From an optimization exercise on the open Yosys and OpenROAD flow, aimed at small area; shortcuts taken in it are not production practice.
Only simulation tests tie the RTL to the original design; equivalence was not proved.
Power and IR drop assume default switching activity.

<file path="constraint.sdc">
create_clock -name core_clock -period 20.0 [get_ports {clk}]
set_input_delay 4.0000 -clock core_clock [delete_from_list [all_inputs] [get_ports {clk}]]
set_output_delay 4.0000 -clock core_clock [all_outputs]
set_load 0.01 [all_outputs]
</file>
<file path="config.mk">
export PLATFORM = sky130hd
export DESIGN_NAME = lwrf_rx_core
export DESIGN_NICKNAME = lwrf_rx_core
export VERILOG_FILES = /design/flow/design.v
export SDC_FILE = /design/flow/constraint.sdc
export NUM_CORES = 4
export LEC_CHECK = 0
export CAP_MARGIN = 0
export CELL_PAD_IN_SITES_DETAIL_PLACEMENT = 1
export CELL_PAD_IN_SITES_GLOBAL_PLACEMENT = 2
export CORE_MARGIN = 2
export CORE_UTILIZATION = 40
export PLACE_DENSITY = 0.55
export SLEW_MARGIN = 0
</file>
<file path="design.v">
module lwrf_rx_core (
  input  wire         clk,
  input  wire         rst,         
  input  wire [31:0]  now,         
  input  wire         req_valid,
  input  wire [7:0]   req_op,
  input  wire [111:0] req_arg,     
  output reg          rsp_valid,
  output reg  [3:0]   rsp_status,
  output reg  [143:0] rsp_data     
);
  localparam [7:0] OP_RESET          = 8'h01;
  localparam [7:0] OP_RX_EDGE        = 8'h20;
  localparam [7:0] OP_RX_SET_TRANS   = 8'h21;
  localparam [7:0] OP_RX_HAS_MSG     = 8'h22;
  localparam [7:0] OP_RX_GET_MSG     = 8'h23;
  localparam [7:0] OP_RX_TIME_SINCE  = 8'h24;
  localparam [7:0] OP_RX_SET_FILTER  = 8'h25;
  localparam [7:0] OP_RX_SET_THR     = 8'h26;
  localparam [7:0] OP_CODEC_ENCODE   = 8'h30;
  localparam [7:0] OP_CODEC_DECODE   = 8'h31;
  localparam [7:0] OP_PAIR_ADD       = 8'h40;
  localparam [7:0] OP_PAIR_GET       = 8'h41;
  localparam [7:0] OP_PAIR_REMOVE    = 8'h42;
  localparam [7:0] OP_PAIR_CLEAR     = 8'h43;
  localparam [7:0] OP_PAIR_LEARN     = 8'h44;
  localparam [7:0] OP_PAIR_SET_MODE  = 8'h45;
  localparam [7:0] OP_STATS_ENABLE   = 8'h50;
  localparam [7:0] OP_STATS_RESET    = 8'h51;
  localparam [7:0] OP_STATS_RECORD   = 8'h52;
  localparam [7:0] OP_STATS_SNAPSHOT = 8'h53;
  localparam [3:0] ST_OK         = 4'd0;
  localparam [3:0] ST_CLAMPED    = 4'd2;
  localparam [3:0] ST_FULL       = 4'd3;
  localparam [3:0] ST_NO_MESSAGE = 4'd4;
  localparam [3:0] ST_BAD_LENGTH = 4'd5;
  localparam [3:0] ST_INVALID    = 4'd6;
  localparam [3:0] ST_BAD_ARG    = 4'd7;
  localparam [3:0] ST_ILLEGAL_OP = 4'd8;
  localparam [2:0] EV_NONE       = 3'd0;
  localparam [2:0] EV_ABORT      = 3'd1;
  localparam [2:0] EV_BAD_SYMBOL = 3'd2;
  localparam [2:0] EV_CANDIDATE  = 3'd3;
  localparam [2:0] EV_CONFIRMED  = 3'd4;
  localparam [2:0] EV_LEARNED    = 3'd5;
  localparam [2:0] EV_LEARN_FULL = 3'd6;
  localparam [2:0] EV_UNPAIRED   = 3'd7;
  localparam [1:0] RX_IDLE = 2'd0;
  localparam [1:0] RX_MSF  = 2'd1;    
  localparam [1:0] RX_BSF  = 2'd2;    
  localparam [1:0] RX_GB   = 2'd3;    
  localparam [127:0] NIBBLE = {8'h6F, 8'h77, 8'h7B, 8'h7D, 8'h7E, 8'hB7, 8'hBB, 8'hBD,
                               8'hBE, 8'hDB, 8'hDD, 8'hDE, 8'hEB, 8'hED, 8'hEE, 8'hF6};
  localparam [15:0] D_MARK_MIN  = 16'd140;
  localparam [15:0] D_MARK_MAX  = 16'd770;
  localparam [15:0] D_SHORT_MIN = 16'd140;
  localparam [15:0] D_SHORT_MAX = 16'd770;
  localparam [15:0] D_LONG_MIN  = 16'd771;
  localparam [15:0] D_LONG_MAX  = 16'd1750;
  localparam [15:0] D_GAP_MIN   = 16'd5460;
  reg [1:0]   rx_state;
  reg [3:0]   rx_nbytes;
  reg [2:0]   rx_nbits;
  reg [78:0]  rx_sh;          
  reg [35:0]  rx_sym;         
  reg         rx_sym_ok;      
  reg         rx_translate;
  reg [15:0]  rx_mark_min, rx_mark_max, rx_short_min, rx_short_max;
  reg [15:0]  rx_long_min, rx_long_max, rx_gap_min;
  reg         rx_avail;
  reg [79:0]  rx_msg;         
  reg [79:0]  rf_prev;
  reg [5:0]   rf_count;       
  reg [31:0]  rf_time;
  reg [5:0]   rf_thr1;        
  reg [7:0]   rf_timeout;
  reg [559:0] pr_tbl;         
  reg [9:0]   pr_valid;
  reg         pr_enforce;
  reg         pr_base_only;
  reg         pr_learn;
  reg [31:0]  pr_learn_time;
  reg [7:0]   pr_learn_timeout;
  reg         st_en;
  reg [59:0]  st_avg16;
  reg [47:0]  st_max;
  reg [47:0]  st_min;
  reg [31:0]  r_d;            
  reg         r_snap;         
  reg         r_msg;          
  reg         r_len10;        
  reg         r_len4;         
  reg         r_pg;           
  reg         r_cnt;          
  reg  [3:0]  r_status;
  reg [3:0]   r_idx;
  wire [7:0] a1  = req_arg[111:104];
  wire [7:0] a2  = req_arg[103:96];
  wire [7:0] a3  = req_arg[95:88];
  wire [7:0] a4  = req_arg[87:80];
  wire [7:0] a5  = req_arg[79:72];
  wire [7:0] a6  = req_arg[71:64];
  wire [7:0] a7  = req_arg[63:56];
  wire [7:0] a8  = req_arg[55:48];
  wire [7:0] a9  = req_arg[47:40];
  wire [7:0] a10 = req_arg[39:32];
  wire [7:0] a11 = req_arg[31:24];
  wire [7:0] a12 = req_arg[23:16];
  wire [7:0] a13 = req_arg[15:8];
  wire [7:0] a14 = req_arg[7:0];
  wire op_edge   = (req_op == OP_RX_EDGE);
  wire op_add    = (req_op == OP_PAIR_ADD);
  wire op_remove = (req_op == OP_PAIR_REMOVE);
  wire        e_mark = |a1;
  wire [31:0] e_dur  = {a2, a3, a4, a5};
  wire        e_hi   = |e_dur[31:16];
  wire [15:0] e_lo   = e_dur[15:0];
  wire c_mark  = !e_hi && e_lo >= rx_mark_min && e_lo <= rx_mark_max;
  wire c_short = !e_hi && e_lo >= rx_short_min && e_lo <= rx_short_max;
  wire c_long  = !e_hi && e_lo >= rx_long_min && e_lo <= rx_long_max;
  wire c_gap   = e_hi || e_lo >= rx_gap_min;
  wire cl_mark  = e_mark && c_mark;
  wire cl_short = !e_mark && c_short;
  wire cl_long  = !e_mark && !c_short && c_long;
  wire cl_gap   = !e_mark && !c_short && !c_long && c_gap;
  wire cl_inv   = !cl_mark && !cl_short && !cl_long && !cl_gap;
  wire e_bit    = cl_mark;
  wire e_is_bit = cl_mark || cl_long;
  wire        frame_done = e_is_bit && (rx_state == RX_GB) &&
                           (rx_nbits == 3'd7) && (rx_nbytes == 4'd9);
  wire [79:0] fr_bits = {rx_sh, e_bit};       
  wire [7:0] dec_in = op_edge ? {rx_sh[6:0], e_bit} : a1;
  reg  [3:0] dec_sym;
  reg        dec_ok;
  integer    dv;
  always @* begin
    dec_sym = 4'd0;
    dec_ok  = 1'b0;
    for (dv = 0; dv < 16; dv = dv + 1) begin
      if (dec_in == NIBBLE[dv*8 +: 8]) begin
        dec_sym = dv[3:0];
        dec_ok  = 1'b1;
      end
    end
  end
  wire [7:0] dec_val = dec_ok ? {4'd0, dec_sym} : 8'hFF;
  wire [79:0] fr_dec = {rx_sym, dec_sym};     
  reg  [79:0] fr_msg;
  integer     fi;
  always @* begin
    for (fi = 0; fi < 10; fi = fi + 1)
      fr_msg[fi*8 +: 8] = rx_translate ? {4'd0, fr_dec[39 - fi*4 -: 4]} : fr_bits[79 - fi*8 -: 8];
  end
  wire fr_valid = !rx_translate || (rx_sym_ok && dec_ok);
  wire        key_from_host = op_add || op_remove;
  wire [55:0] msg_key  = {fr_msg[31:24], fr_msg[79:72], fr_msg[71:64], fr_msg[63:56],
                          fr_msg[55:48], fr_msg[47:40], fr_msg[39:32]};
  wire [55:0] host_key = {a7, a6, a5, a4, a3, a2, a1};
  wire [55:0] key = key_from_host ? host_key : msg_key;
  reg [9:0] pr_match;
  integer   mi;
  always @* begin
    for (mi = 0; mi < 10; mi = mi + 1)
      pr_match[mi] = pr_valid[mi] && (pr_tbl[mi*56 +: 40] == key[39:0]) &&
                     (pr_base_only || (pr_tbl[mi*56 + 40 +: 16] == key[55:40]));
  end
  wire pr_any_match = |pr_match;
  wire pr_full      = &pr_valid;
  reg [9:0] pr_shift;
  integer   ff;
  always @* begin
    pr_shift[0] = 1'b1;
    for (ff = 1; ff < 10; ff = ff + 1)
      pr_shift[ff] = pr_shift[ff - 1] && pr_valid[ff - 1];
  end
  reg [3:0] pr_older [0:10];
  integer   rs;
  always @* begin
    pr_older[9] = 4'd0;
    for (rs = 8; rs >= 0; rs = rs - 1)
      pr_older[rs] = pr_older[rs + 1] + {3'd0, pr_valid[rs + 1]};
    pr_older[10] = pr_older[0] + {3'd0, pr_valid[0]};
  end
  wire [3:0] pr_count = pr_older[10];
  reg [1:0]   n_rx_state;
  reg [3:0]   n_rx_nbytes;
  reg [2:0]   n_rx_nbits;
  reg         sh_en, sym_en, sym_init;
  reg         n_rx_translate;
  reg         band_wr, band_def;
  reg         n_rx_avail;
  reg         msg_wr;
  reg         prev_wr;
  reg [5:0]   n_rf_count;
  reg         time_wr;
  reg         filt_wr;
  reg [5:0]   n_rf_thr1;
  reg [7:0]   n_rf_timeout;
  reg [9:0]   n_pr_valid;
  reg         n_pr_enforce, n_pr_base_only, n_pr_learn;
  reg         learn_wr;
  reg         n_st_en;
  reg         st_clr;
  reg [3:0]   n_status;
  reg [31:0]  n_d;
  reg         n_snap, n_msg, n_len10, n_len4, n_pg, n_cnt;
  reg [2:0]   ev;
  reg         st_do;
  reg [1:0]   st_c;
  reg [15:0]  st_w;
  reg         ins_do, ins_learn;
  reg         cand_same;
  reg         learn_hit;
  wire [31:0] since_rf    = now - rf_time;
  wire [31:0] since_learn = now - pr_learn_time;
  wire        rf_in_time    = since_rf    <= 32'd100 * {24'd0, rf_timeout};
  wire        learn_in_time = since_learn <= 32'd100 * {24'd0, pr_learn_timeout};
  wire [5:0]  rf_count_inc  = (rf_count == 6'd63) ? 6'd63 : rf_count + 6'd1;
  always @* begin
    n_rx_state = rx_state;  n_rx_nbytes = rx_nbytes;  n_rx_nbits = rx_nbits;
    sh_en = 1'b0;
    sym_en = 1'b0; sym_init = 1'b0;
    n_rx_translate = rx_translate;
    band_wr = 1'b0; band_def = 1'b0;
    n_rx_avail = rx_avail;  msg_wr = 1'b0;
    prev_wr = 1'b0;  n_rf_count = rf_count;  time_wr = 1'b0;
    filt_wr = 1'b0;  n_rf_thr1 = rf_thr1;    n_rf_timeout = rf_timeout;
    n_pr_valid = pr_valid;
    n_pr_enforce = pr_enforce; n_pr_base_only = pr_base_only; n_pr_learn = pr_learn;
    learn_wr = 1'b0;
    n_st_en = st_en;  st_clr = 1'b0;
    n_status = ST_OK;
    n_d = 32'd0;
    n_snap = 1'b0; n_msg = 1'b0; n_len10 = 1'b0; n_len4 = 1'b0; n_pg = 1'b0; n_cnt = 1'b0;
    ev = EV_NONE;
    st_do = 1'b0; st_c = 2'd0; st_w = 16'd0;
    ins_do = 1'b0; ins_learn = 1'b0;
    cand_same = 1'b0; learn_hit = 1'b0;
    case (req_op)
      OP_RX_EDGE: begin
        if (st_en && rx_state != RX_IDLE && !cl_gap && !cl_inv) begin
          st_do = 1'b1;
          st_c  = cl_mark ? 2'd0 : cl_short ? 2'd1 : 2'd2;
          st_w  = e_hi ? 16'hFFFF : e_lo;
        end
        if (cl_inv) begin
          if (rx_state != RX_IDLE) ev = EV_ABORT;
          n_rx_state = RX_IDLE;
        end else if (cl_gap) begin
          if (rx_state == RX_BSF || rx_state == RX_GB) ev = EV_ABORT;
          n_rx_state = RX_MSF;
        end else if (e_is_bit) begin
          case (rx_state)
            RX_IDLE: ;
            RX_MSF: begin
              if (e_bit) begin
                n_rx_nbytes = 4'd0;
                sym_init    = 1'b1;
                n_rx_state  = RX_BSF;
              end else begin
                n_rx_state = RX_IDLE;
                ev = EV_ABORT;
              end
            end
            RX_BSF: begin
              if (e_bit) begin
                n_rx_nbits = 3'd0;
                n_rx_state = RX_GB;
              end else begin
                n_rx_state = RX_IDLE;
                ev = EV_ABORT;
              end
            end
            default: begin  
              sh_en = 1'b1;
              n_rx_nbits = rx_nbits + 3'd1;
              if (rx_nbits == 3'd7) begin
                sym_en      = 1'b1;
                n_rx_nbytes = rx_nbytes + 4'd1;
                if (rx_nbytes != 4'd9) begin
                  n_rx_state = RX_BSF;
                end else begin
                  n_rx_state = RX_IDLE;
                  if (!fr_valid) begin
                    ev = EV_BAD_SYMBOL;
                  end else begin
                    time_wr = 1'b1;
                    cand_same = (rf_count != 6'd0) && (fr_msg == rf_prev) && rf_in_time;
                    if (cand_same) begin
                      n_rf_count = rf_count_inc;
                    end else begin
                      prev_wr    = 1'b1;
                      n_rf_count = 6'd1;
                    end
                    if (n_rf_count == rf_thr1) begin
                      if (pr_learn) begin
                        n_pr_learn = 1'b0;
                        learn_hit = learn_in_time;
                      end
                      if (learn_hit) begin
                        ins_do    = 1'b1;
                        ins_learn = 1'b1;
                        ev = (pr_any_match || !pr_full) ? EV_LEARNED : EV_LEARN_FULL;
                      end else if (pr_enforce && !pr_any_match) begin
                        ev = EV_UNPAIRED;
                      end else begin
                        msg_wr     = 1'b1;
                        n_rx_avail = 1'b1;
                        ev = EV_CONFIRMED;
                      end
                    end else begin
                      ev = EV_CANDIDATE;
                    end
                  end
                end
              end
            end
          endcase
        end
        n_d[31:24] = {5'd0, ev};
      end
      OP_RESET: ;   
      OP_RX_SET_TRANS: n_rx_translate = |a1;
      OP_RX_HAS_MSG: n_d[31:24] = {7'd0, rx_avail};
      OP_RX_GET_MSG: begin
        if (a1 != 8'd2 && a1 != 8'd4 && a1 != 8'd10) begin
          n_status = ST_BAD_LENGTH;
        end else if (!rx_avail) begin
          n_status = ST_NO_MESSAGE;
        end else begin
          n_msg   = 1'b1;
          n_len10 = a1[3];
          n_len4  = a1[2];
          n_rx_avail = 1'b0;
        end
      end
      OP_RX_TIME_SINCE: n_d = since_rf;
      OP_RX_SET_FILTER: begin
        filt_wr = 1'b1;
        if (a1 <= 8'd40) n_rf_thr1 = a1[5:0] + 6'd1;
        else begin
          n_rf_thr1 = 6'd3;
          n_status = ST_CLAMPED;
        end
        if (a2 >= 8'd1) n_rf_timeout = a2;
        else begin
          n_rf_timeout = 8'd20;
          n_status = ST_CLAMPED;
        end
      end
      OP_RX_SET_THR: begin
        band_wr = 1'b1;
        if ({a1, a2} <= {a3, a4} && {a5, a6} <= {a7, a8} && {a7, a8} < {a9, a10} &&
            {a9, a10} <= {a11, a12} && {a11, a12} < {a13, a14}) begin
          band_def = 1'b0;
        end else begin
          band_def = 1'b1;
          n_status = ST_CLAMPED;
        end
      end
      OP_CODEC_ENCODE: n_d[31:24] = NIBBLE[a1[3:0]*8 +: 8];
      OP_CODEC_DECODE: begin
        n_d[31:24] = dec_val;
        if (!dec_ok) n_status = ST_INVALID;
      end
      OP_PAIR_ADD: begin
        ins_do = 1'b1;
        n_cnt  = 1'b1;
        if (!pr_any_match && pr_full) n_status = ST_FULL;
      end
      OP_PAIR_GET: begin
        n_cnt = 1'b1;
        if (a1 < {4'd0, pr_count}) begin
          n_pg = 1'b1;
        end else begin
          n_status = ST_BAD_ARG;
        end
      end
      OP_PAIR_REMOVE: begin
        n_pr_valid = pr_valid & ~pr_match;
        n_cnt = 1'b1;
      end
      OP_PAIR_CLEAR: n_pr_valid = 10'd0;
      OP_PAIR_LEARN: begin
        if (a1 == 8'd0) begin
          n_pr_learn = 1'b0;
        end else begin
          n_pr_learn = 1'b1;
          learn_wr = 1'b1;
        end
      end
      OP_PAIR_SET_MODE: begin
        n_pr_enforce   = |a1;
        n_pr_base_only = |a2;
      end
      OP_STATS_ENABLE: n_st_en = |a1;
      OP_STATS_RESET: st_clr = 1'b1;
      OP_STATS_RECORD: begin
        if (a1 > 8'd2) begin
          n_status = ST_BAD_ARG;
        end else if (st_en) begin
          st_do = 1'b1;
          st_c  = a1[1:0];
          st_w  = {a2, a3};
        end
      end
      OP_STATS_SNAPSHOT: n_snap = 1'b1;
      default: n_status = ST_ILLEGAL_OP;
    endcase
  end
  wire        ins_en    = ins_do && !pr_any_match && !pr_full;
  wire [55:0] ins_entry = {(ins_learn && pr_base_only) ? 16'd0 : key[55:40], key[39:0]};
  reg  [19:0] avg_old;
  reg  [15:0] max_old, min_old;
  always @* begin
    case (st_c)
      2'd0:    begin avg_old = st_avg16[19:0];  max_old = st_max[15:0];  min_old = st_min[15:0];  end
      2'd1:    begin avg_old = st_avg16[39:20]; max_old = st_max[31:16]; min_old = st_min[31:16]; end
      default: begin avg_old = st_avg16[59:40]; max_old = st_max[47:32]; min_old = st_min[47:32]; end
    endcase
  end
  wire [19:0] avg_new = avg_old - {4'd0, avg_old[19:4]} + {4'd0, st_w};
  wire        max_up  = st_w > max_old;
  wire        min_up  = st_w < min_old;
  wire do_reset = rst || (req_valid && req_op == OP_RESET);
  wire take     = req_valid && !do_reset;
  integer s, t, k;
  always @(posedge clk) begin
    if (take) begin
      if (sh_en) rx_sh <= {rx_sh[77:0], e_bit};
      if (sym_en) rx_sym <= {rx_sym[31:0], dec_sym};
      if (sym_init) rx_sym_ok <= 1'b1;
      else if (sym_en) rx_sym_ok <= rx_sym_ok && dec_ok;
      rx_nbytes <= n_rx_nbytes;
      rx_nbits  <= n_rx_nbits;
      if (msg_wr)  rx_msg  <= fr_msg;
      if (prev_wr) rf_prev <= fr_msg;
      if (learn_wr) begin
        pr_learn_time    <= now;
        pr_learn_timeout <= a1;
      end
      if (ins_en) pr_tbl[55:0] <= ins_entry;
      for (s = 1; s < 10; s = s + 1)
        if (ins_en && pr_shift[s]) pr_tbl[s*56 +: 56] <= pr_tbl[(s-1)*56 +: 56];
    end
    if (do_reset) begin
      rx_state <= RX_IDLE;
      rx_translate <= 1'b1;
      rx_mark_min <= D_MARK_MIN;   rx_mark_max <= D_MARK_MAX;
      rx_short_min <= D_SHORT_MIN; rx_short_max <= D_SHORT_MAX;
      rx_long_min <= D_LONG_MIN;   rx_long_max <= D_LONG_MAX;
      rx_gap_min <= D_GAP_MIN;
      rx_avail <= 1'b0;
      rf_count <= 6'd0;   rf_time <= 32'd0;
      rf_thr1 <= 6'd3;    rf_timeout <= 8'd20;
      pr_valid <= 10'd0;
      pr_enforce <= 1'b0; pr_base_only <= 1'b0; pr_learn <= 1'b0;
      st_en <= 1'b0;      st_avg16 <= 60'd0;  st_max <= 48'd0;
      st_min <= {3{16'hFFFF}};
    end else begin
      if (req_valid) begin
        rx_state <= n_rx_state;
        rx_translate <= n_rx_translate;
        if (band_wr) begin
          if (band_def) begin
            rx_mark_min <= D_MARK_MIN;   rx_mark_max <= D_MARK_MAX;
            rx_short_min <= D_SHORT_MIN; rx_short_max <= D_SHORT_MAX;
            rx_long_min <= D_LONG_MIN;   rx_long_max <= D_LONG_MAX;
            rx_gap_min <= D_GAP_MIN;
          end else begin
            rx_mark_min  <= {a1, a2};   rx_mark_max  <= {a3, a4};
            rx_short_min <= {a5, a6};   rx_short_max <= {a7, a8};
            rx_long_min  <= {a9, a10};  rx_long_max  <= {a11, a12};
            rx_gap_min   <= {a13, a14};
          end
        end
        rx_avail <= n_rx_avail;
        rf_count <= n_rf_count;
        if (time_wr) rf_time <= now;
        if (filt_wr) begin
          rf_thr1 <= n_rf_thr1;
          rf_timeout <= n_rf_timeout;
        end
        pr_valid <= ins_en ? (pr_valid | pr_shift) : n_pr_valid;
        pr_enforce <= n_pr_enforce; pr_base_only <= n_pr_base_only; pr_learn <= n_pr_learn;
        st_en <= n_st_en;
        if (st_clr) begin
          st_avg16 <= 60'd0;
          st_max   <= 48'd0;
          st_min   <= {3{16'hFFFF}};
        end else if (st_do) begin
          st_avg16[st_c*20 +: 20] <= avg_new;
          if (max_up) st_max[st_c*16 +: 16] <= st_w;
          if (min_up) st_min[st_c*16 +: 16] <= st_w;
        end
      end
    end
    rsp_valid <= req_valid && !rst;
    r_status <= n_status;
    r_d      <= n_d;
    r_snap <= n_snap; r_msg <= n_msg; r_len10 <= n_len10; r_len4 <= n_len4; r_pg <= n_pg; r_cnt <= n_cnt;
    r_idx  <= a1[3:0];
  end
  reg  [55:0] pg_entry;
  reg  [7:0]  m [0:9];
  reg  [143:0] o_snap, o_msg, o_pg;
  integer     os, oc, ob;
  always @* begin
    pg_entry = 56'd0;
    for (os = 0; os < 10; os = os + 1)
      pg_entry = pg_entry | ({56{pr_valid[os] && pr_older[os] == r_idx}} & pr_tbl[os*56 +: 56]);
    for (ob = 0; ob < 10; ob = ob + 1) m[ob] = rx_msg[ob*8 +: 8];
    for (oc = 0; oc < 3; oc = oc + 1) begin
      o_snap[143 - 48*oc -: 16] = st_avg16[oc*20 + 4 +: 16];
      o_snap[127 - 48*oc -: 16] = st_max[oc*16 +: 16];
      o_snap[111 - 48*oc -: 16] = st_min[oc*16 +: 16];
    end
    o_msg = 144'd0;
    o_msg[143:136] = m[0];
    o_msg[135:128] = r_len10 ? m[1] : {m[1][3:0], m[2][3:0]};
    o_msg[127:120] = r_len10 ? m[2] : r_len4 ? m[9] : 8'd0;
    o_msg[119:112] = (r_len10 || r_len4) ? m[3] : 8'd0;
    for (ob = 4; ob < 10; ob = ob + 1)
      o_msg[143 - 8*ob -: 8] = r_len10 ? m[ob] : 8'd0;
    o_pg = 144'd0;
    for (ob = 0; ob < 7; ob = ob + 1)
      o_pg[135 - 8*ob -: 8] = pg_entry[ob*8 +: 8];
    rsp_status = r_status;
    rsp_data = {r_d, 112'd0} | {(r_cnt ? {4'd0, pr_count} : 8'd0), 136'd0} |
               ({144{r_snap}} & o_snap) | ({144{r_msg}} & o_msg) | ({144{r_pg}} & o_pg);
  end
endmodule
</file>
<file path="flow/area.abc">
strash
dc2
&get -n
&syn2
&dch -f
&nf -R 1000
&put
mfs2
strash
dch -f
&get -n
&nf -R 1000
&put
mfs2
strash
dch -f
&get -n
&nf -R 1000
&put
</file>
<file path="flow/synth.tcl">
# The standard synthesis script (synth_recipe.tcl) with two changes: the final
# technology mapping uses flow/area.abc, an area-oriented ABC script, instead
# of the flow's own ABC script; and Yosys's plain carry lookahead stands in
# for the Kogge-Stone one. Registers are mapped before ABC runs and ABC does
# not touch them.
proc synth {args} { yosys synth -nofsm -noshare {*}$args }
proc abc {args} {
  foreach opt {-script -D -constr} {
    set i [lsearch -exact $args $opt]
    if {$i >= 0} { set args [lreplace $args $i [expr {$i + 1}]] }
  }
  yosys abc -script $::env(FLOW_ABC_SCRIPT) {*}$args
}
set ::env(SYNTH_OPERATIONS_ARGS) "-nofsm"
source $::env(SCRIPTS_DIR)/synth.tcl
# left out here: clear keep_hierarchy, flatten, clean up, hide names made inside functions, write 1_2_yosys.v
</file>
<file path="flow/run.sh">
#!/bin/bash
# Own layout flow: the standard flow (standard.sh) with three changes:
#  - synthesis maps logic with an area-oriented ABC script (flow/synth.tcl,
#    flow/area.abc) and without full-adder extraction (ADDER_MAP_FILE empty);
#  - clock tree synthesis uses small clock buffers and no dummy loads;
#  - every input and output port still gets its buffer, a buf_1.
# Each tool's output is in orfs/logs/; make's own output is in flow_make.log.
set -euo pipefail
W=$(pwd)
export FLOW_ABC_SCRIPT=$W/flow/area.abc
bash standard.sh \
  SYNTH_SCRIPT=$W/flow/synth.tcl \
  ADDER_MAP_FILE= \
  "BUFFER_PORTS_ARGS=-inputs -outputs -buffer_cell sky130_fd_sc_hd__buf_1" \
  "CTS_ARGS=-sink_clustering_enable -repair_clock_nets -dont_use_dummy_load -buf_list sky130_fd_sc_hd__clkbuf_4 -sink_clustering_size 8 -sink_clustering_max_diameter 40" \
  finish > "$W/flow_make.log" 2>&1
</file>
<file path="standard.sh">
#!/bin/bash
# synth_recipe.tcl (not shown) runs the flow's synth.tcl, then flattens the netlist and writes it again
# the make line also repeats each setting of config.mk as NAME=value (left out here)
make -C /OpenROAD-flow-scripts/flow DESIGN_CONFIG=/design/flow/config.mk WORK_HOME=/design/flow/orfs CLKGATE_MAP_FILE= SYNTH_SCRIPT=/design/flow/synth_recipe.tcl "${@:-finish}"
</file>
==> results of run 1 <==
final cells by class:
type                            instances  area (um^2)
Antenna cell                           15         37.5
Clock buffer                          240         1800
Fill cell                           17292        84700
Inverter                              299         1120
Multi-Input combinational cell       4377        27100
Sequential cell                      1268        34200
Tap cell                             2044         2560
Timing Repair Buffer                  489         2540
flip-flops by register name, indices dropped and copies added (netlist names), 36 cells and up:
register and cells:
rf_prev 80, st_min 48, st_max 48, st_avg16 60
rx_sh 79, rx_msg 80, rx_sym 36, pr_tbl 560
metrics by stage:
step	cells	worst slack, ps	instance area [um^2]	power, mW	hold slack [ps]
after floorplan	5944	755	62000	2.92	418
after global placement	8477	2080	67500	3.03	420
after detailed placement	8477	1810	67500	3.03	427
after CTS	8717	3110	69300	4.52	400
after global routing	8726	1830	69300	4.63	408
final	8732	3170	69400	4.50	396
cell usage in the layout, fill, tap and decap left out, types with 68 or more instances in the layout:
| master | n |
|---|---|
| a21oi_1 | 348 |
| a221o_1 | 182 |
| a221oi_1 | 128 |
| a222oi_1 | 98 |
| a22oi_1 | 161 |
| and2_0 | 90 |
| buf_1 | 300 |
| buf_4 | 186 |
| clkbuf_4 | 240 |
| clkinv_1 | 299 |
| dfxtp_1 | 383 |
| edfxtp_1 | 883 |
| nand2_1 | 745 |
| nand2b_1 | 80 |
| nand3_1 | 145 |
| nor2_1 | 567 |
| nor2b_1 | 68 |
| nor4_1 | 76 |
| o21ai_0 | 324 |
| o22ai_1 | 250 |
| xnor2_1 | 269 |
| xor2_1 | 86 |
critical path: cells and delay by family:
family | cells | cell delay (ps)
simple gates | 21 | 3800
fa+ha+maj | 9 | 3300
xor+xnor | 3 | 580
buf+inv | 3 | 1480
compound gates | 24 | 4460
worst max-delay path by stage:
| stage | end | cells past startpoint | start | slack [ps] |
|---|---|---|---|---|
| 3_5_place_dp | pr_tbl[73]$_DFFE_PP_ | 60 | now[1] | 1810 |
| 2_1_floorplan | pr_tbl[280]$_DFFE_PP_ | 58 | now[1] | 760 |
| 6_report | pr_tbl[65]$_DFFE_PP_ | 60 | now[1] | 3170 |
| 5_1_grt | pr_tbl[65]$_DFFE_PP_ | 60 | now[1] | 1830 |
| 4_1_cts | pr_tbl[65]$_DFFE_PP_ | 60 | now[1] | 3110 |
| 3_3_place_gp | pr_tbl[73]$_DFFE_PP_ | 60 | now[1] | 2080 |
logic make-up after synthesis:
logic type	synth area share, %
flops	55.2
xor+xnor	5.20
mux	0.896
compound gates	21.5
simple gates	14.6
fa+ha+maj	0.727
buf+inv	1.81
report_power, final:
group          internal (mW)  switching (mW)
Combinational         0.0550           0.144
Sequential              2.77         0.00260
Clock                  0.540           0.987
layer usage:
metal | vias up | share of wire (%) | track usage, %
met4 | 6 | 3.6 | 12.2
met2 | 3328 | 44 | 56.9
met1 | 29628 | 42 | 52.0
met3 | 509 | 10 | 8.22
li1 | 24489 | - | -
met5 | - | 0.0086 | 0
==> metrics.yaml, run 1 <==
worst_setup_path:
  cp-end-kind: "flop"
  start_kind: "input pin"
  r2r-end: "pr_tbl[65]$_DFFE_PP_"
  reg2reg_depth: 59
  critPathKind: "input pin to flop"
  worstPathArrival_ps: 17700
  rrSetupSlack_ps: 5770
  required_ps: 20870
  critPathSlowestCell: "buf_4"
  r2r_start: "rf_time[1]$_SDFFE_PP0P_"
  crit_fanout: 59
  slowest_delay_ps: 640
synth:
  synthTopCellsByArea: "edfxtp_1 (43%), dfxtp_1 (12%), nand2_1 (4.5%)"
  synth_common_cells: "edfxtp_1 (883), nand2_1 (746), nor2_1 (574)"
  yosysTopAreaCellShare_pct: 42.8
  ys_seq_elements: 1268
  synthFlopType: "edfxtp_1"
  ys_seq_area_share_pct: 55.2
  avgSynthCellArea_um2: 10.4
  yosysMostFrequentCell: "edfxtp_1"
  synthDistinctLibCells: 66
  syn_area_um2: 62000
  synth-edff-count: 883
  ys_warn_count: 3
  yosys.area.top_type: "edfxtp_1"
  synth_cells: 5944
  syn-num-nets: 6099
  synthArstFlopShare_pct: 0
cells_and_area:
  fin_nets: 6830
  final_util_pct: 45.0
  synthToLayoutAreaGrowth_pct: 11.9
  layout-drive-gt1-share_pct: 7.94
floorplanning:
  die_w_um: 398
  rows: 144
  io_pins: 304
  initial_utilization_pct: 40.2
  fp.coreArea_um2: 154000
  dieArea_um2: 158000
  die_h_um: 398
routing:
  via_per_inst: 6.64
  drt_iter0_drc: 7843
  wl_mm: 301
  wl_per_cell_um: 34.5
  vias: 57960
  ant_nets: 0
  dr.pass1.iters: 9
  drc: 0
sta:
  period_share_pct: 84.1
  finalSetupViolations: 0
  fin_skew_ps: 165
  maxSlewHeadroom_pct: 6.69
  max_freq_mhz: 59.4
  tns_ps: 0
  hold_violations: 0
  rsz0062_at_grt: "false"
  period_minus_slack_ps: 16830
  worst_slew_pin_slew_ps: 1390
  finalMaxSlewViolations: 0
hold_path:
  min-delay-start: "rx_sym[10]$_DFFE_PP_"
  hold_path_class: "flop to flop"
  hold_end: "rx_sym[14]$_DFFE_PP_"
  worstHoldPathCells: 0
clocking:
  cts.sinks: 1268
  clock_path_buffers: 3
  cts_tree: "done"
  post-cts-setup-buffers: 0
  cts_hold_buf: 0
  cts_root_buffer: "clkbuf_4"
  worstSkewPairLatency_ps: 1340
  cts_resized: 0
  clk_pin_slew_worst_paths_ps: 100
  cts-buffers-inserted: 240
  htree_levels: 4
global_route:
  grt_use_total_pct: 37.1
  grt-ovfl-total: 0
  grt_antenna_before_repair: 9
  grt_first_pass_wirelength_mm: 422
  grt_max_degree: 99
  grt_pass1_vias: 55367
run_status:
  status: "timing/DRC/antenna clean"
power:
  p_per_area_nw_per_um2: 64.9
  total_leakage_power_nw: 22.6
  worst_ir_drop_vdd_uv: 61.7
flow_run:
  drv_cap: 0
placement:
  post-dp-hpwl_mm: 220
  place.port_buffers: 303
  place_congestion: 0.950
==> run 2: changes to the inputs <==
--- a/design.v
+++ b/design.v
@@ -116,8 +116,15 @@
   wire        e_hi   = |e_dur[31:16];
   wire [15:0] e_lo   = e_dur[15:0];
-  wire c_mark  = !e_hi && e_lo >= rx_mark_min && e_lo <= rx_mark_max;
-  wire c_short = !e_hi && e_lo >= rx_short_min && e_lo <= rx_short_max;
-  wire c_long  = !e_hi && e_lo >= rx_long_min && e_lo <= rx_long_max;
-  wire c_gap   = e_hi || e_lo >= rx_gap_min;
+  function le16(input [15:0] x, input [15:0] y);
+    reg [16:0] d;
+    begin
+      d = {1'b0, y} - {1'b0, x};
+      le16 = !d[16];
+    end
+  endfunction
+  wire c_mark  = !e_hi && le16(rx_mark_min, e_lo) && le16(e_lo, rx_mark_max);
+  wire c_short = !e_hi && le16(rx_short_min, e_lo) && le16(e_lo, rx_short_max);
+  wire c_long  = !e_hi && le16(rx_long_min, e_lo) && le16(e_lo, rx_long_max);
+  wire c_gap   = e_hi || le16(rx_gap_min, e_lo);
   wire cl_mark  = e_mark && c_mark;
   wire cl_short = !e_mark && c_short;
@@ -183,4 +190,10 @@
   end
   wire [3:0] pr_count = pr_older[10];
+  wire [16:0] thr_d1 = {1'b0, a3, a4}   - {1'b0, a1, a2};
+  wire [16:0] thr_d2 = {1'b0, a7, a8}   - {1'b0, a5, a6};
+  wire [16:0] thr_d3 = {1'b0, a9, a10}  - {1'b0, a7, a8} - 17'd1;
+  wire [16:0] thr_d4 = {1'b0, a11, a12} - {1'b0, a9, a10};
+  wire [16:0] thr_d5 = {1'b0, a13, a14} - {1'b0, a11, a12} - 17'd1;
+  wire        thr_ok = !(thr_d1[16] | thr_d2[16] | thr_d3[16] | thr_d4[16] | thr_d5[16]);
   reg [1:0]   n_rx_state;
   reg [3:0]   n_rx_nbytes;
@@ -212,8 +225,12 @@
   reg         cand_same;
   reg         learn_hit;
-  wire [31:0] since_rf    = now - rf_time;
+  wire [31:0] last_cand   = (rf_count != 6'd0) ? rf_time : 32'd0;
+  wire [31:0] since_rf    = now - last_cand;
   wire [31:0] since_learn = now - pr_learn_time;
-  wire        rf_in_time    = since_rf    <= 32'd100 * {24'd0, rf_timeout};
-  wire        learn_in_time = since_learn <= 32'd100 * {24'd0, pr_learn_timeout};
+  wire [14:0] rf_window     = {rf_timeout, 6'd0} + {1'b0, rf_timeout, 5'd0} + {5'd0, rf_timeout, 2'd0};
+  wire [14:0] learn_window  = {pr_learn_timeout, 6'd0} + {1'b0, pr_learn_timeout, 5'd0} +
+                              {5'd0, pr_learn_timeout, 2'd0};
+  wire        rf_in_time    = !(|since_rf[31:15]) && since_rf[14:0] <= rf_window;
+  wire        learn_in_time = !(|since_learn[31:15]) && since_learn[14:0] <= learn_window;
   wire [5:0]  rf_count_inc  = (rf_count == 6'd63) ? 6'd63 : rf_count + 6'd1;
   always @* begin
@@ -351,6 +368,5 @@
       OP_RX_SET_THR: begin
         band_wr = 1'b1;
-        if ({a1, a2} <= {a3, a4} && {a5, a6} <= {a7, a8} && {a7, a8} < {a9, a10} &&
-            {a9, a10} <= {a11, a12} && {a11, a12} < {a13, a14}) begin
+        if (thr_ok) begin
           band_def = 1'b0;
         end else begin
@@ -452,5 +468,5 @@
       rx_gap_min <= D_GAP_MIN;
       rx_avail <= 1'b0;
-      rf_count <= 6'd0;   rf_time <= 32'd0;
+      rf_count <= 6'd0;
       rf_thr1 <= 6'd3;    rf_timeout <= 8'd20;
       pr_valid <= 10'd0;
@@ -509,5 +525,5 @@
     pg_entry = 56'd0;
     for (os = 0; os < 10; os = os + 1)
-      pg_entry = pg_entry | ({56{pr_valid[os] && pr_older[os] == r_idx}} & pr_tbl[os*56 +: 56]);
+      pg_entry = pg_entry | ({56{r_pg && pr_valid[os] && pr_older[os] == r_idx}} & pr_tbl[os*56 +: 56]);
     for (ob = 0; ob < 10; ob = ob + 1) m[ob] = rx_msg[ob*8 +: 8];
     for (oc = 0; oc < 3; oc = oc + 1) begin
@@ -528,5 +544,5 @@
     rsp_status = r_status;
     rsp_data = {r_d, 112'd0} | {(r_cnt ? {4'd0, pr_count} : 8'd0), 136'd0} |
-               ({144{r_snap}} & o_snap) | ({144{r_msg}} & o_msg) | ({144{r_pg}} & o_pg);
+               ({144{r_snap}} & o_snap) | ({144{r_msg}} & o_msg) | o_pg;
   end
 endmodule
--- a/config.mk
+++ b/config.mk
@@ -10,5 +10,6 @@
 export CELL_PAD_IN_SITES_GLOBAL_PLACEMENT = 2
 export CORE_MARGIN = 2
-export CORE_UTILIZATION = 40
-export PLACE_DENSITY = 0.55
+export CORE_UTILIZATION = 45
+export GPL_TIMING_DRIVEN = 0
+export PLACE_DENSITY = 0.6
 export SLEW_MARGIN = 0
==> metrics.yaml, run 2 <==
routing:
  wl_per_cell_um: 34.2
  drt_iter0_drc: 7491
  met1Wirelength_mm: 109
  routed-wl-met2_mm: 124
  vias: 56100
  wl_mm: 281
  wl_met3_mm: 30.5
  via_per_inst: 6.84
  drc: 0
  ant_nets: 0
  dr.pass1.iters: 8
  topRoutingLayerUsed: "met5"
sta:
  finalMaxSlewViolations: 1
  setup_ws_ps: 1100
  hold_violations: 0
  max_freq_mhz: 52.9
  period_minus_slack_ps: 18900
  maxSlewHeadroom_pct: -0.876
  fin_skew_ps: 120
  hold_ws_ps: 385
  worst_slew_pin_slew_ps: 1470
  tns_ps: 0
  rsz0062_at_grt: "false"
  finalSetupViolations: 0
  period_share_pct: 94.5
clocking:
  worstSkewPairLatency_ps: 1270
  cts_hold_buf: 0
  cts-buffers-inserted: 216
  clk_pin_slew_worst_paths_ps: 80
  clock_path_buffers: 3
  cts_root_buffer: "clkbuf_4"
  htree_levels: 4
  cts.sinks: 1268
  cts_tree: "done"
worst_setup_path:
  critPathKind: "input pin to flop"
  r2r-end: "pr_tbl[454]$_DFFE_PP_"
  rrSetupSlack_ps: 2820
  worstPathArrival_ps: 19740
  critPathSlowestCell: "or4_4"
  start_kind: "input pin"
  crit_fanout: 28
  reg2reg_depth: 54
  slowest_delay_ps: 620
  cp-end-kind: "flop"
  cpMostUsedCell: "maj3_1"
  r2r_start: "rf_count[4]$_SDFFE_PP0P_"
  required_ps: 20840
run_status:
  status: "finished with violations"
  so_faults: "capacitance limit, slew limit"
power:
  total_leakage_power_nw: 22.8
  worst_ir_drop_vdd_uv: 46.1
  power_mw: 4.40
  p_per_area_nw_per_um2: 63.1
floorplanning:
  rows: 135
  die_w_um: 373
  io_pins: 304
  initial_utilization_pct: 45.3
  fp.coreArea_um2: 135000
  die_h_um: 373
  dieArea_um2: 139000
placement:
  pre_cts_slack_ps: -1850
  place_congestion: 0.975
  post-dp-hpwl_mm: 208
  dp_cells: 7962
  place.port_buffers: 303
hold_path:
  hold_path_class: "flop to flop"
  min-delay-start: "rx_sh[75]$_DFFE_PP_"
  worstHoldPathCells: 0
  hold_end: "rx_sh[76]$_DFFE_PP_"
global_route:
  grt_max_degree: 95
  grt_pass1_vias: 55179
  grt_antenna_before_repair: 16
  grt_use_total_pct: 39.2
  grt-ovfl-total: 0
  grt_first_pass_wirelength_mm: 399
cells_and_area:
  final_common_cell: "edfxtp_1"
  synthToLayoutAreaGrowth_pct: 13.8
  layout-drive-gt1-share_pct: 7.84
  regMostFlops: "pr_tbl"
  final_cells: 8201
  multi_input_area_um2: 26800
  fin_nets: 6564
  most-common-layout-cells: "edfxtp_1 (915), nand2_1 (670), nor2_1 (559)"
  largest_reg_flops: 560
  top_regs: "pr_tbl x560, rf_prev x80, rx_msg x80"
  fillers: 14775
  register_area_um2: 34600
synth:
  synth-edff-count: 915
  yosys.area.top_type: "edfxtp_1"
  yosysMostFrequentCell: "edfxtp_1"
  synth_cells: 5721
  ys_seq_area_share_pct: 56.3
  synthDistinctLibCells: 66
  yosysTopAreaCellShare_pct: 44.8
  ys_warn_count: 3
  synthArstFlopShare_pct: 0
  avgSynthCellArea_um2: 10.7
  syn-num-nets: 5876
  ys_seq_elements: 1268
  synthTopCellsByArea: "edfxtp_1 (45%), dfxtp_1 (12%), a221o_1 (4.6%)"
  syn_area_um2: 61400
  synth_common_cells: "edfxtp_1 (915), nand2_1 (672), nor2_1 (565)"
  synthFlopType: "edfxtp_1"
flow_run:
  drv_cap: 1
## run 2: cell types whose count changed after synthesis, sizes merged, moves of 32 or more
cell / previous run / this run
nand2: 746 / 672
edfxtp: 883 / 915
clkinv: 299 / 241
xnor2: 269 / 224
a221o: 182 / 280
dfxtp: 385 / 353
a222oi: 98 / 40
o22ai: 250 / 203
## run 2: report_power, final
part	switching (mW)	internal (mW)
sequential	0.00213	2.78
clock	0.949	0.489
combinational	0.131	0.0514
## run 2: repair_timing
action	CTS	global route
endpoints found under the setup margin	168	304
setup buffers	3	0
gates resized for setup	3	3
pin swaps	3	0
gates cloned	5	1
## run 2: logic make-up after synthesis
logic type	Yosys count	share of synthesized area, %
multiplexers	65	1.07
adder cells (fa/ha/maj)	59	0.963
buffers and inverters	241	1.47
AND/OR/NAND/NOR	1895	14.0
flip-flops	1268	56.3
XOR/XNOR	339	4.84
AO/OA/AOI/OAI	1854	21.4
## run 2: critical path: cells and delay by family
kind                     cells  cell delay, ps
AO/OA/AOI/OAI               19            4190
XOR/XNOR                     2             310
adder cells (fa/ha/maj)     16            6670
buffers and inverters        2             320
AND/OR/NAND/NOR             15            4130
## run 2: cell type report
type	count	share of cell area, %
diodes	13	0.0466
multi-input cells	4218	38.4
repair buffers	464	5.21
clock buffers	216	2.32
flip-flops and latches	1268	49.5
well taps	1781	3.19
inverters	241	1.30
## run 2: per-layer routing
layer	up-vias	track usage [%]
met2	3422	59.9
met5	-	0
li1	23722	-
met4	14	21.4
met3	710	10.0
met1	28232	51.2
## run 2: worst max path at each step
| stage | startpoint | end | slack (ps) | depth (start not counted) |
|---|---|---|---|---|
| 2_1_floorplan | now[0] | rx_msg[0]$_DFFE_PP_ | -50 | 44 |
| 5_1_grt | now[0] | pr_tbl[555]$_DFFE_PP_ | 260 | 54 |
| 3_5_place_dp | now[0] | pr_tbl[492]$_DFFE_PP_ | -1850 | 53 |
| 6_report | now[0] | pr_tbl[454]$_DFFE_PP_ | 1100 | 54 |
| 3_3_place_gp | now[0] | rx_msg[63]$_DFFE_PP_ | -4700 | 43 |
| 4_1_cts | now[0] | pr_tbl[454]$_DFFE_PP_ | 450 | 54 |
## run 2: stage by stage
step / cell area (um^2) / util, %
2_1_floorplan: 61400 / -
3_3_place_gp: 64700 / 47.8
3_5_place_dp: 68100 / 50.2
4_1_cts: 69800 / 51.5
5_1_grt: 69800 / 51.5
6_report: 69800 / 51.5
==> run 3: changes to the inputs <==
--- a/config.mk
+++ b/config.mk
@@ -10,6 +10,5 @@
 export CELL_PAD_IN_SITES_GLOBAL_PLACEMENT = 2
 export CORE_MARGIN = 2
-export CORE_UTILIZATION = 45
-export GPL_TIMING_DRIVEN = 0
-export PLACE_DENSITY = 0.6
+export CORE_UTILIZATION = 40
+export PLACE_DENSITY = 0.55
 export SLEW_MARGIN = 0
==> metrics.yaml, run 3 <==
worst_setup_path:
  slowest_delay_ps: 720
  start_kind: "input pin"
  cpMostUsedCell: "maj3_1"
  cp-end-kind: "flop"
  required_ps: 20940
  crit_fanout: 24
  critPathTopFamily: "adder cells"
  critPathKind: "input pin to flop"
  cp_num_buf_inv: 2
  critPathSlowestCell: "or4_1"
  worstPathArrival_ps: 19210
cells_and_area:
  fillers: 17010
  largest_reg_flops: 560
  register_area_um2: 34600
  layout-drive-gt1-share_pct: 7.92
  regMostFlops: "pr_tbl"
  multi_input_area_um2: 26300
  final_common_cell: "edfxtp_1"
  synthToLayoutAreaGrowth_pct: 11.8
  most-common-layout-cells: "edfxtp_1 (915), nand2_1 (671), nor2_1 (561)"
  top_regs: "pr_tbl x560, rf_prev x80, rx_msg x80"
  final_cells: 8478
  fin_nets: 6593
synth:
  syn_area_um2: 61400
  ys_warn_count: 3
  synth-edff-count: 915
  avgSynthCellArea_um2: 10.7
  synthFlopType: "edfxtp_1"
  synth_cells: 5721
  ys_seq_area_share_pct: 56.3
  synthDistinctLibCells: 66
  synthArstFlopShare_pct: 0
  yosysMostFrequentCell: "edfxtp_1"
  synth_common_cells: "edfxtp_1 (915), nand2_1 (672), nor2_1 (565)"
  synthTopCellsByArea: "edfxtp_1 (45%), dfxtp_1 (12%), a221o_1 (4.6%)"
  ys_seq_elements: 1268
  syn-num-nets: 5876
  yosysTopAreaCellShare_pct: 44.8
  yosys.area.top_type: "edfxtp_1"
global_route:
  grt_pass1_vias: 54293
  met3_usage_pct: 7.26
  grt_antenna_before_repair: 16
  grt.busiest_layer: "met2"
  grt-ovfl-total: 0
  grtUsageMet1_pct: 48.3
  grt_max_degree: 93
  grt_use_total_pct: 35.9
  grt_first_pass_wirelength_mm: 407
  use_met2_pct: 55.6
placement:
  place.port_buffers: 303
  post-dp-hpwl_mm: 211
  place_congestion: 0.966
  dp_cells: 8237
run_status:
  status: "timing/DRC/antenna clean"
flow_run:
  drv_cap: 0
floorplanning:
  dieArea_um2: 157000
  initial_utilization_pct: 40.3
  die_h_um: 396
  rows: 143
  die_w_um: 396
  fp.coreArea_um2: 152000
  io_pins: 304
sta:
  worst_slew_pin_slew_ps: 1160
  finalMaxSlewViolations: 0
  finalSetupViolations: 0
  max_freq_mhz: 54.7
  hold_violations: 0
  fin_skew_ps: 170
  rsz0062_at_grt: "false"
  maxSlewHeadroom_pct: 22.3
  period_share_pct: 91.4
  hold_ws_ps: 321
  period_minus_slack_ps: 18270
clocking:
  cts.sinks: 1268
  cts_hold_buf: 0
  clock_path_buffers: 3
  post-cts-setup-buffers: 0
  clk_pin_slew_worst_paths_ps: 90
  cts_root_buffer: "clkbuf_4"
  cts_tree: "done"
  htree_levels: 4
  worstSkewPairLatency_ps: 1350
  cts_resized: 0
  cts-buffers-inserted: 229
routing:
  drc: 0
  ant_nets: 0
  vias: 55828
  dr.pass1.iters: 6
  drt_iter0_drc: 6694
  wl_per_cell_um: 34.1
  via_per_inst: 6.59
  wl_mm: 289
power:
  total_leakage_power_nw: 22.4
  worst_ir_drop_vdd_uv: 56.4
  p_per_area_nw_per_um2: 64.8
  power_mw: 4.44
hold_path:
  hold_path_class: "flop to flop"
-- run 3: cell counts after synthesis --
No cell type changed its count.
-- run 3: area by class of cell --
cell class              count  area share, %
flip-flops and latches   1268           50.4
multi-input cells        4212           38.4
well taps                2030           3.70
repair buffers            486           3.68
clock buffers             229           2.51
inverters                 241           1.32
diodes                     12         0.0438
-- run 3: stage by stage --
step | setup TNS (ps) | utilization (%) | setup WS [ps] | instance area (um^2)
5_1_grt | 0 | 45.1 | 858 | 68600
3_5_place_dp | 0 | 44.0 | 512 | 66800
2_1_floorplan | -3770 | - | -45.0 | 61400
6_report | 0 | 45.1 | 1730 | 68600
4_1_cts | 0 | 45.1 | 1860 | 68600
3_3_place_gp | 0 | 44.0 | 702 | 66800
-- run 3: where the power goes --
| group | total, mW | switching [mW] | internal [mW] |
|---|---|---|---|
| Sequential | 2.78 | 0.00236 | 2.78 |
| Combinational | 0.179 | 0.129 | 0.0502 |
| Clock | 1.48 | 0.964 | 0.517 |
-- run 3: metal layers --
layer  wire (um)  part of all wire (%)  vias up
li1            -                     -    23772
met1      118000                    41    28405
met2      129000                    45     3003
met3       26100                   9.0      636
met4       15500                   5.4       12
met5          77                 0.027        -
-- run 3: worst paths after layout --
check                                              start               endpoint  slack, ps  depth (start not counted)
worst max-delay path                              now[0]  pr_tbl[432]$_DFFE_PP_       1730                         54
worst min-delay path                 rx_sh[55]$_DFFE_PP_    rx_sh[56]$_DFFE_PP_        320                          0
worst max register to register  rf_count[4]$_SDFFE_PP0P_  pr_tbl[432]$_DFFE_PP_       3660                         55
worst min register to register       rx_sh[55]$_DFFE_PP_    rx_sh[56]$_DFFE_PP_        320                          0
-- run 3: logic make-up after synthesis --
logic type | Yosys count | synth area share [%]
multiplexers | 65 | 1.07
AO/OA/AOI/OAI | 1854 | 21.4
flip-flops | 1268 | 56.3
XOR/XNOR | 339 | 4.84
AND/OR/NAND/NOR | 1895 | 14.0
buffers and inverters | 241 | 1.47
adder cells (fa/ha/maj) | 59 | 0.963

## what the ideal ports hide
No port has a modelled driver above. Below, the same layouts with a new extraction and two added sets of constraints.
Step 1, drivers: a clkbuf_16 drives clk and a buf_2 each remaining input, both assumed.
Step 2, shift: input delay + t, output delay - t, t = (earliest + latest rising clock arrival at the registers) / 2. This alone moves slack from input paths to output paths.
Slacks: ideal ports / drivers / drivers and shift; pairs: ideal ports / drivers.
run | t, ns | setup WS [ns] | worst hold slack (ns) | pins driven straight from the clock port
run 1 | 1.337 | 3.173 / 3.209 / 1.871 | 0.396 / 0.396 / 0.396 | 1
run 2 | 1.289 | 1.098 / 1.147 / -0.142 | 0.385 / 0.385 / 0.385 | 1
run 3 | 1.341 | 1.727 / 1.787 / 0.446 | 0.321 / 0.321 / 0.321 | 1
The setup slack of run 1, which loses most, moves by +0.036 ns with the drivers and by -1.302 ns with both steps.
